This design comes from an exercise in tuning for small area on the open sky130 flow, not from production work.
In this exercise RTL edits were held to simulation tests only and were not proved equivalent to the original.

==> run a: inputs <==
// aes_cbc_dec
module aes_cbc_dec (
    input  wire        clk,
    input  wire        rst,
    input  wire        bus_valid,
    input  wire        bus_we,
    input  wire [7:0]  bus_addr,
    input  wire [31:0] bus_wdata,
    output reg  [31:0] bus_rdata
);
==> module aes_inv_sbox, before the edit <==
module aes_inv_sbox (
    input  wire [7:0] a,
    output wire [7:0] y
);
    function [1:0] m4;  input [1:0] p, q; reg h;
        begin h = p[1] & q[1];
        m4 = {h ^ (p[1] & q[0]) ^ (p[0] & q[1]), h ^ (p[0] & q[0])}; end
    endfunction
    function [3:0] m16; input [3:0] p, q; reg [1:0] h;
        begin h = m4(p[3:2], q[3:2]);
        m16 = {h ^ m4(p[3:2], q[1:0]) ^ m4(p[1:0], q[3:2]), m4(h, 2'd3) ^ m4(p[1:0], q[1:0])}; end
    endfunction
    function [3:0] i16; input [3:0] p;
        case (p)
            4'd0: i16 = 4'd0;
            4'd1: i16 = 4'd1;
            4'd2: i16 = 4'd3;
            4'd3: i16 = 4'd2;
            4'd4: i16 = 4'd10;
            4'd5: i16 = 4'd8;
            4'd6: i16 = 4'd14;
            4'd7: i16 = 4'd13;
            4'd8: i16 = 4'd5;
            4'd9: i16 = 4'd11;
            4'd10: i16 = 4'd4;
            4'd11: i16 = 4'd9;
            4'd12: i16 = 4'd15;
            4'd13: i16 = 4'd7;
            4'd14: i16 = 4'd6;
            4'd15: i16 = 4'd12;
        endcase
    endfunction
    wire [7:0] t;
    assign t[0] = a[0] ^ a[2] ^ a[4] ^ 1'b1;
    assign t[1] = a[0] ^ a[2] ^ a[5];
    assign t[2] = a[0] ^ a[4] ^ 1'b1;
    assign t[3] = a[0] ^ a[1] ^ a[2] ^ a[4];
    assign t[4] = a[1] ^ a[2] ^ a[3] ^ a[4] ^ a[5] ^ a[6] ^ a[7] ^ 1'b1;
    assign t[5] = a[3] ^ a[4] ^ a[5] ^ a[6];
    assign t[6] = a[0] ^ a[1] ^ a[2] ^ a[3] ^ a[6] ^ a[7] ^ 1'b1;
    assign t[7] = a[1] ^ a[2] ^ a[6] ^ a[7];
    wire [3:0] ah = t[7:4], al = t[3:0];
    wire [3:0] d = m16(m16(ah, ah), 4'd15) ^ m16(ah, al) ^ m16(al, al);
    wire [3:0] di = i16(d);
    wire [7:0] u = {m16(ah, di), m16(ah ^ al, di)};
    assign y[0] = u[0] ^ u[2] ^ u[3] ^ u[5] ^ u[6];
    assign y[1] = u[4] ^ u[5] ^ u[6];
    assign y[2] = u[1] ^ u[5] ^ u[6];
    assign y[3] = u[1];
    assign y[4] = u[1] ^ u[3] ^ u[5];
    assign y[5] = u[1] ^ u[2] ^ u[3] ^ u[5] ^ u[6];
    assign y[6] = u[2] ^ u[4] ^ u[7];
    assign y[7] = u[1] ^ u[2] ^ u[3] ^ u[5] ^ u[6] ^ u[7];
endmodule
Settings: LEC_CHECK=0, ABC_AREA=1, CAP_MARGIN=20, CORE_MARGIN=2, CORE_UTILIZATION=60, SLEW_MARGIN=20; clock period 10.0 ns.
standard.sh (not shown) runs the stock make flow with config.mk's settings and CLKGATE_MAP_FILE= SYNTH_SCRIPT=/design/flow/synth_recipe.tcl, a recipe that flattens the netlist after the stock synthesis.
==> flow/flow/run.sh <==
#!/bin/bash
# Layout flow: the standard ORFS flow, with changes that only affect
# how much cell area the layout uses:
#  - ABC optimises (&deepsyn) and maps the logic for area
#    (flow/abc_own.script) instead of with the delay-driven
#    buffering/sizing script; adders are left to ABC (no half-adder cell
#    extraction, no Kogge-Stone carry map). Registers are mapped by Yosys
#    before ABC runs, exactly as in the standard synthesis;
#  - the port buffers are the smallest buffer instead of clkdlybuf4s50;
#  - clock tree synthesis uses small clock buffers (clkbuf_4) in clusters of
#    at most 9 flip-flops and does not add dummy loads.
# Everything else (synthesis script, floorplan, power grid, tap cells,
# placement, CTS, routing) is the standard flow's. Each tool's output goes
# to a log file in the work folder.
set -euo pipefail
W=$(pwd)
rm -rf "$W/own_scripts"
cp -r "$FLOW_HOME/scripts" "$W/own_scripts"
cp "$W/flow/abc_own.script" "$W/own_scripts/abc_area.script"
export SCRIPTS_DIR="$W/own_scripts"
export ABC_AREA=1
export ADDER_MAP_FILE=
export SYNTH_OPERATIONS_ARGS="-noshare"
export BUFFER_PORTS_ARGS="-buffer_cell sky130_fd_sc_hd__buf_1"
export CTS_ARGS="-sink_clustering_enable -repair_clock_nets -dont_use_dummy_load -buf_list sky130_fd_sc_hd__clkbuf_4 -sink_clustering_size 9 -sink_clustering_max_diameter 40"
make -C "$FLOW_HOME" DESIGN_CONFIG="$W/config.mk" WORK_HOME="$W/orfs" \
    CLKGATE_MAP_FILE= SYNTH_SCRIPT="$W/synth_recipe.tcl" finish > "$W/make_finish.log" 2>&1
R="$W/orfs/results/${FLOW_PLATFORM:-sky130hd}/aes_cbc_dec/base"
: # left out here: write the final layout as DEF
==> flow/flow/abc_own.script <==
strash
&get -n
&deepsyn -T 120
&put
strash
&get -n
&dch -f
&nf -R 1000 -a
&put
mfs2 -a
strash
&get -n
&dch -f
&nf -R 1000 -a
&put
==> run b (differences from run a) <==
--- a/flow/design.v
+++ b/flow/design.v
@@ -3,53 +3,53 @@
     output wire [7:0] y
 );
-    function [1:0] m4;  input [1:0] p, q; reg h;
-        begin h = p[1] & q[1];
-        m4 = {h ^ (p[1] & q[0]) ^ (p[0] & q[1]), h ^ (p[0] & q[0])}; end
+    function [1:0] m4; input [1:0] p, q;
+        m4 = {(p[0] & q[0]) ^ (p[0] & q[1]) ^ (p[1] & q[0]), (p[0] & q[1]) ^ (p[1] & q[0]) ^ (p[1] & q[1])};
     endfunction
-    function [3:0] m16; input [3:0] p, q; reg [1:0] h;
-        begin h = m4(p[3:2], q[3:2]);
-        m16 = {h ^ m4(p[3:2], q[1:0]) ^ m4(p[1:0], q[3:2]), m4(h, 2'd3) ^ m4(p[1:0], q[1:0])}; end
+    function [3:0] m16; input [3:0] p, q; reg [1:0] a, b, c, r0, r1;
+        begin a = m4(p[1:0], q[1:0]); b = m4(p[3:2], q[3:2]);
+        c = m4(p[1:0] ^ p[3:2], q[1:0] ^ q[3:2]) ^ a ^ b;
+        r0 = {(a[0] ^ a[1]) ^ (c[1]) ^ (b[1]), (a[1]) ^ (c[0]) ^ (b[0])};
+        r1 = {(a[1]) ^ (c[1]) ^ (b[0] ^ b[1]), (a[0]) ^ (c[0]) ^ (b[1])};
+        m16 = {r1, r0}; end
     endfunction
     function [3:0] i16; input [3:0] p;
         case (p)
             4'd0: i16 = 4'd0;
-            4'd1: i16 = 4'd1;
-            4'd2: i16 = 4'd3;
-            4'd3: i16 = 4'd2;
-            4'd4: i16 = 4'd10;
-            4'd5: i16 = 4'd8;
-            4'd6: i16 = 4'd14;
-            4'd7: i16 = 4'd13;
-            4'd8: i16 = 4'd5;
-            4'd9: i16 = 4'd11;
-            4'd10: i16 = 4'd4;
-            4'd11: i16 = 4'd9;
-            4'd12: i16 = 4'd15;
-            4'd13: i16 = 4'd7;
-            4'd14: i16 = 4'd6;
-            4'd15: i16 = 4'd12;
+            4'd1: i16 = 4'd12;
+            4'd2: i16 = 4'd8;
+            4'd3: i16 = 4'd4;
+            4'd4: i16 = 4'd3;
+            4'd5: i16 = 4'd5;
+            4'd6: i16 = 4'd9;
+            4'd7: i16 = 4'd11;
+            4'd8: i16 = 4'd2;
+            4'd9: i16 = 4'd6;
+            4'd10: i16 = 4'd15;
+            4'd11: i16 = 4'd7;
+            4'd12: i16 = 4'd1;
+            4'd13: i16 = 4'd14;
+            4'd14: i16 = 4'd13;
+            4'd15: i16 = 4'd10;
         endcase
     endfunction
     wire [7:0] t;
-    assign t[0] = a[0] ^ a[2] ^ a[4] ^ 1'b1;
-    assign t[1] = a[0] ^ a[2] ^ a[5];
-    assign t[2] = a[0] ^ a[4] ^ 1'b1;
-    assign t[3] = a[0] ^ a[1] ^ a[2] ^ a[4];
-    assign t[4] = a[1] ^ a[2] ^ a[3] ^ a[4] ^ a[5] ^ a[6] ^ a[7] ^ 1'b1;
-    assign t[5] = a[3] ^ a[4] ^ a[5] ^ a[6];
-    assign t[6] = a[0] ^ a[1] ^ a[2] ^ a[3] ^ a[6] ^ a[7] ^ 1'b1;
-    assign t[7] = a[1] ^ a[2] ^ a[6] ^ a[7];
-    wire [3:0] ah = t[7:4], al = t[3:0];
-    wire [3:0] d = m16(m16(ah, ah), 4'd15) ^ m16(ah, al) ^ m16(al, al);
-    wire [3:0] di = i16(d);
-    wire [7:0] u = {m16(ah, di), m16(ah ^ al, di)};
-    assign y[0] = u[0] ^ u[2] ^ u[3] ^ u[5] ^ u[6];
-    assign y[1] = u[4] ^ u[5] ^ u[6];
-    assign y[2] = u[1] ^ u[5] ^ u[6];
-    assign y[3] = u[1];
-    assign y[4] = u[1] ^ u[3] ^ u[5];
-    assign y[5] = u[1] ^ u[2] ^ u[3] ^ u[5] ^ u[6];
-    assign y[6] = u[2] ^ u[4] ^ u[7];
-    assign y[7] = u[1] ^ u[2] ^ u[3] ^ u[5] ^ u[6] ^ u[7];
+    assign t[0] = a[4] ^ a[7];
+    assign t[1] = ~(a[0] ^ a[1] ^ a[4] ^ a[6]);
+    assign t[2] = ~(a[4] ^ a[6]);
+    assign t[3] = ~(a[0] ^ a[1] ^ a[3] ^ a[6]);
+    assign t[4] = ~(a[4] ^ a[6] ^ a[7]);
+    assign t[5] = ~(a[2] ^ a[5] ^ a[7]);
+    assign t[6] = ~(a[0] ^ a[3] ^ a[4]);
+    assign t[7] = a[0] ^ a[1] ^ a[4] ^ a[5] ^ a[6];
+    wire [3:0] a0 = t[3:0], a1 = t[7:4];
+    wire [3:0] pm = m16(a0, a1);
+    wire [3:0] nn;
+    assign nn[0] = (a0[0] ^ a0[2]) ^ (a1[0] ^ a1[2]) ^ (pm[0] ^ pm[1]);
+    assign nn[1] = (a0[0] ^ a0[1] ^ a0[2] ^ a0[3]) ^ (a1[0] ^ a1[1] ^ a1[2] ^ a1[3]) ^ (pm[0]);
+    assign nn[2] = (a0[3]) ^ (a1[3]) ^ (pm[2] ^ pm[3]);
+    assign nn[3] = (a0[2]) ^ (a1[2]) ^ (pm[2]);
+    wire [3:0] ni = i16(nn);
+    wire [7:0] u = {m16(a1, ni), m16(a0, ni)};
+    assign y = {u[2] ^ u[7], u[0] ^ u[2] ^ u[3] ^ u[4] ^ u[5] ^ u[6], u[0] ^ u[1] ^ u[3] ^ u[4] ^ u[5] ^ u[6], u[2] ^ u[5], u[0] ^ u[1] ^ u[2] ^ u[5] ^ u[6] ^ u[7], u[2] ^ u[4] ^ u[6] ^ u[7], u[2] ^ u[6], u[1]};
 endmodule
 module aes_inv_core (
--- a/flow/flow/run.sh
+++ b/flow/flow/run.sh
@@ -9,5 +9,5 @@
 #  - the port buffers are the smallest buffer instead of clkdlybuf4s50;
 #  - clock tree synthesis uses small clock buffers (clkbuf_4) in clusters of
-#    at most 9 flip-flops and does not add dummy loads.
+#    at most 10 flip-flops and does not add dummy loads.
 # Everything else (synthesis script, floorplan, power grid, tap cells,
 # placement, CTS, routing) is the standard flow's. Each tool's output goes
@@ -23,5 +23,5 @@
 export SYNTH_OPERATIONS_ARGS="-noshare"
 export BUFFER_PORTS_ARGS="-buffer_cell sky130_fd_sc_hd__buf_1"
-export CTS_ARGS="-sink_clustering_enable -repair_clock_nets -dont_use_dummy_load -buf_list sky130_fd_sc_hd__clkbuf_4 -sink_clustering_size 9 -sink_clustering_max_diameter 40"
+export CTS_ARGS="-sink_clustering_enable -repair_clock_nets -dont_use_dummy_load -buf_list sky130_fd_sc_hd__clkbuf_4 -sink_clustering_size 10 -sink_clustering_max_diameter 40"
 make -C "$FLOW_HOME" DESIGN_CONFIG="$W/config.mk" WORK_HOME="$W/orfs" \
     CLKGATE_MAP_FILE= SYNTH_SCRIPT="$W/synth_recipe.tcl" finish > "$W/make_finish.log" 2>&1
Settings changed: CORE_UTILIZATION 60 to 70.
==> run c (differences from run a) <==
--- a/flow/design.v
+++ b/flow/design.v
@@ -3,53 +3,53 @@
     output wire [7:0] y
 );
-    function [1:0] m4;  input [1:0] p, q; reg h;
-        begin h = p[1] & q[1];
-        m4 = {h ^ (p[1] & q[0]) ^ (p[0] & q[1]), h ^ (p[0] & q[0])}; end
+    function [1:0] m4; input [1:0] p, q;
+        m4 = {(p[0] & q[0]) ^ (p[0] & q[1]) ^ (p[1] & q[0]), (p[0] & q[1]) ^ (p[1] & q[0]) ^ (p[1] & q[1])};
     endfunction
-    function [3:0] m16; input [3:0] p, q; reg [1:0] h;
-        begin h = m4(p[3:2], q[3:2]);
-        m16 = {h ^ m4(p[3:2], q[1:0]) ^ m4(p[1:0], q[3:2]), m4(h, 2'd3) ^ m4(p[1:0], q[1:0])}; end
+    function [3:0] m16; input [3:0] p, q; reg [1:0] a, b, c, r0, r1;
+        begin a = m4(p[1:0], q[1:0]); b = m4(p[3:2], q[3:2]);
+        c = m4(p[1:0] ^ p[3:2], q[1:0] ^ q[3:2]) ^ a ^ b;
+        r0 = {(a[0] ^ a[1]) ^ (c[1]) ^ (b[1]), (a[1]) ^ (c[0]) ^ (b[0])};
+        r1 = {(a[1]) ^ (c[1]) ^ (b[0] ^ b[1]), (a[0]) ^ (c[0]) ^ (b[1])};
+        m16 = {r1, r0}; end
     endfunction
     function [3:0] i16; input [3:0] p;
         case (p)
             4'd0: i16 = 4'd0;
-            4'd1: i16 = 4'd1;
-            4'd2: i16 = 4'd3;
-            4'd3: i16 = 4'd2;
-            4'd4: i16 = 4'd10;
-            4'd5: i16 = 4'd8;
-            4'd6: i16 = 4'd14;
-            4'd7: i16 = 4'd13;
-            4'd8: i16 = 4'd5;
-            4'd9: i16 = 4'd11;
-            4'd10: i16 = 4'd4;
-            4'd11: i16 = 4'd9;
-            4'd12: i16 = 4'd15;
-            4'd13: i16 = 4'd7;
-            4'd14: i16 = 4'd6;
-            4'd15: i16 = 4'd12;
+            4'd1: i16 = 4'd12;
+            4'd2: i16 = 4'd8;
+            4'd3: i16 = 4'd4;
+            4'd4: i16 = 4'd3;
+            4'd5: i16 = 4'd5;
+            4'd6: i16 = 4'd9;
+            4'd7: i16 = 4'd11;
+            4'd8: i16 = 4'd2;
+            4'd9: i16 = 4'd6;
+            4'd10: i16 = 4'd15;
+            4'd11: i16 = 4'd7;
+            4'd12: i16 = 4'd1;
+            4'd13: i16 = 4'd14;
+            4'd14: i16 = 4'd13;
+            4'd15: i16 = 4'd10;
         endcase
     endfunction
     wire [7:0] t;
-    assign t[0] = a[0] ^ a[2] ^ a[4] ^ 1'b1;
-    assign t[1] = a[0] ^ a[2] ^ a[5];
-    assign t[2] = a[0] ^ a[4] ^ 1'b1;
-    assign t[3] = a[0] ^ a[1] ^ a[2] ^ a[4];
-    assign t[4] = a[1] ^ a[2] ^ a[3] ^ a[4] ^ a[5] ^ a[6] ^ a[7] ^ 1'b1;
-    assign t[5] = a[3] ^ a[4] ^ a[5] ^ a[6];
-    assign t[6] = a[0] ^ a[1] ^ a[2] ^ a[3] ^ a[6] ^ a[7] ^ 1'b1;
-    assign t[7] = a[1] ^ a[2] ^ a[6] ^ a[7];
-    wire [3:0] ah = t[7:4], al = t[3:0];
-    wire [3:0] d = m16(m16(ah, ah), 4'd15) ^ m16(ah, al) ^ m16(al, al);
-    wire [3:0] di = i16(d);
-    wire [7:0] u = {m16(ah, di), m16(ah ^ al, di)};
-    assign y[0] = u[0] ^ u[2] ^ u[3] ^ u[5] ^ u[6];
-    assign y[1] = u[4] ^ u[5] ^ u[6];
-    assign y[2] = u[1] ^ u[5] ^ u[6];
-    assign y[3] = u[1];
-    assign y[4] = u[1] ^ u[3] ^ u[5];
-    assign y[5] = u[1] ^ u[2] ^ u[3] ^ u[5] ^ u[6];
-    assign y[6] = u[2] ^ u[4] ^ u[7];
-    assign y[7] = u[1] ^ u[2] ^ u[3] ^ u[5] ^ u[6] ^ u[7];
+    assign t[0] = a[4] ^ a[7];
+    assign t[1] = ~(a[0] ^ a[1] ^ a[4] ^ a[6]);
+    assign t[2] = ~(a[4] ^ a[6]);
+    assign t[3] = ~(a[0] ^ a[1] ^ a[3] ^ a[6]);
+    assign t[4] = ~(a[4] ^ a[6] ^ a[7]);
+    assign t[5] = ~(a[2] ^ a[5] ^ a[7]);
+    assign t[6] = ~(a[0] ^ a[3] ^ a[4]);
+    assign t[7] = a[0] ^ a[1] ^ a[4] ^ a[5] ^ a[6];
+    wire [3:0] a0 = t[3:0], a1 = t[7:4];
+    wire [3:0] pm = m16(a0, a1);
+    wire [3:0] nn;
+    assign nn[0] = (a0[0] ^ a0[2]) ^ (a1[0] ^ a1[2]) ^ (pm[0] ^ pm[1]);
+    assign nn[1] = (a0[0] ^ a0[1] ^ a0[2] ^ a0[3]) ^ (a1[0] ^ a1[1] ^ a1[2] ^ a1[3]) ^ (pm[0]);
+    assign nn[2] = (a0[3]) ^ (a1[3]) ^ (pm[2] ^ pm[3]);
+    assign nn[3] = (a0[2]) ^ (a1[2]) ^ (pm[2]);
+    wire [3:0] ni = i16(nn);
+    wire [7:0] u = {m16(a1, ni), m16(a0, ni)};
+    assign y = {u[2] ^ u[7], u[0] ^ u[2] ^ u[3] ^ u[4] ^ u[5] ^ u[6], u[0] ^ u[1] ^ u[3] ^ u[4] ^ u[5] ^ u[6], u[2] ^ u[5], u[0] ^ u[1] ^ u[2] ^ u[5] ^ u[6] ^ u[7], u[2] ^ u[4] ^ u[6] ^ u[7], u[2] ^ u[6], u[1]};
 endmodule
 module aes_inv_core (
--- a/flow/flow/run.sh
+++ b/flow/flow/run.sh
@@ -2,5 +2,5 @@
 # Layout flow: the standard ORFS flow, with changes that only affect
 # how much cell area the layout uses:
-#  - ABC optimises (&deepsyn) and maps the logic for area
+#  - ABC optimises (two rounds of &deepsyn) and maps the logic for area
 #    (flow/abc_own.script) instead of with the delay-driven
 #    buffering/sizing script; adders are left to ABC (no half-adder cell
@@ -9,5 +9,5 @@
 #  - the port buffers are the smallest buffer instead of clkdlybuf4s50;
 #  - clock tree synthesis uses small clock buffers (clkbuf_4) in clusters of
-#    at most 9 flip-flops and does not add dummy loads.
+#    at most 10 flip-flops and does not add dummy loads.
 # Everything else (synthesis script, floorplan, power grid, tap cells,
 # placement, CTS, routing) is the standard flow's. Each tool's output goes
@@ -23,5 +23,5 @@
 export SYNTH_OPERATIONS_ARGS="-noshare"
 export BUFFER_PORTS_ARGS="-buffer_cell sky130_fd_sc_hd__buf_1"
-export CTS_ARGS="-sink_clustering_enable -repair_clock_nets -dont_use_dummy_load -buf_list sky130_fd_sc_hd__clkbuf_4 -sink_clustering_size 9 -sink_clustering_max_diameter 40"
+export CTS_ARGS="-sink_clustering_enable -repair_clock_nets -dont_use_dummy_load -buf_list sky130_fd_sc_hd__clkbuf_4 -sink_clustering_size 10 -sink_clustering_max_diameter 40"
 make -C "$FLOW_HOME" DESIGN_CONFIG="$W/config.mk" WORK_HOME="$W/orfs" \
     CLKGATE_MAP_FILE= SYNTH_SCRIPT="$W/synth_recipe.tcl" finish > "$W/make_finish.log" 2>&1
--- a/flow/flow/abc_own.script
+++ b/flow/flow/abc_own.script
@@ -1,2 +1,12 @@
+strash
+&get -n
+&deepsyn -T 120
+&put
+strash
+&get -n
+&dch -f
+&nf -R 1000 -a
+&put
+mfs2 -a
 strash
 &get -n
Settings changed: CORE_UTILIZATION 60 to 70.
==> qor summary <==
| item | run a | run c | run b |
|---|---|---|---|
| Run status | complete, no violations | complete, no violations | complete, no violations |
| Number of buffer and inverter stages on the critical path | 3 | 2 | 3 |
| TritonRoute pass-1 iters | 8 | 6 | 10 |
| Minimum setup slack in the final design | 1.32 ns | 1.28 ns | 0.859 ns |
| Placed cell areas | 21,200 um2 | 21,000 um2 | 21,100 um2 |
| Via count of the routed design | 13,770 | 14,481 | 14,749 |
| Wire length of the first global-routing pass | 75,800 um | 80,200 um | 81,500 um |
| CP endpoint kind | output port | flop | flop |
| Worst r2r path cells | 32 | 31 | 33 |
| Number of non-clock buffers | 105 | 98 | 109 |
| First-iteration detailed-routing DRC count | 1,397 | 2,455 | 2,302 |
| Multi-input combinational cell count | 1,076 | 1,077 | 1,079 |
| Area of the multi-input gates | 6700 um2 | 6630 um2 | 6650 um2 |
| Area growth syn-to-layout | 8.07% | 7.04% | 7.59% |

==> static timing again, ports no longer ideal <==
In the flow no input, the clock included, has a driving cell. The finished layouts below were timed again as built, in two steps.
Step 1: set_driving_cell puts a clkbuf_16 on clk and a buf_2 on each other input, an assumption about the parent block.
Step 2 adds t to the input delays and takes it off the output delays; t is the mean of the earliest and latest rising clock arrival at the registers after step 1. Input paths then give back, and output paths get back, about the clock's delay inside the block.
a / b / c = no drivers / after step 1 / after step 2; a / b = the first two.
| run | t, ns | slack for setup (ns) | worst register clock-pin slew, ns |
|---|---|---|---|
| run a | 0.758 | 1.323 / 1.277 / 1.727 | 0.10 / 0.10 |
| run b | 0.763 | 0.859 / 0.859 / 0.859 | 0.12 / 0.12 |
| run c | 0.741 | 1.282 / 1.282 / 1.282 | 0.12 / 0.12 |
After both steps setup and hold are still met in every run listed.
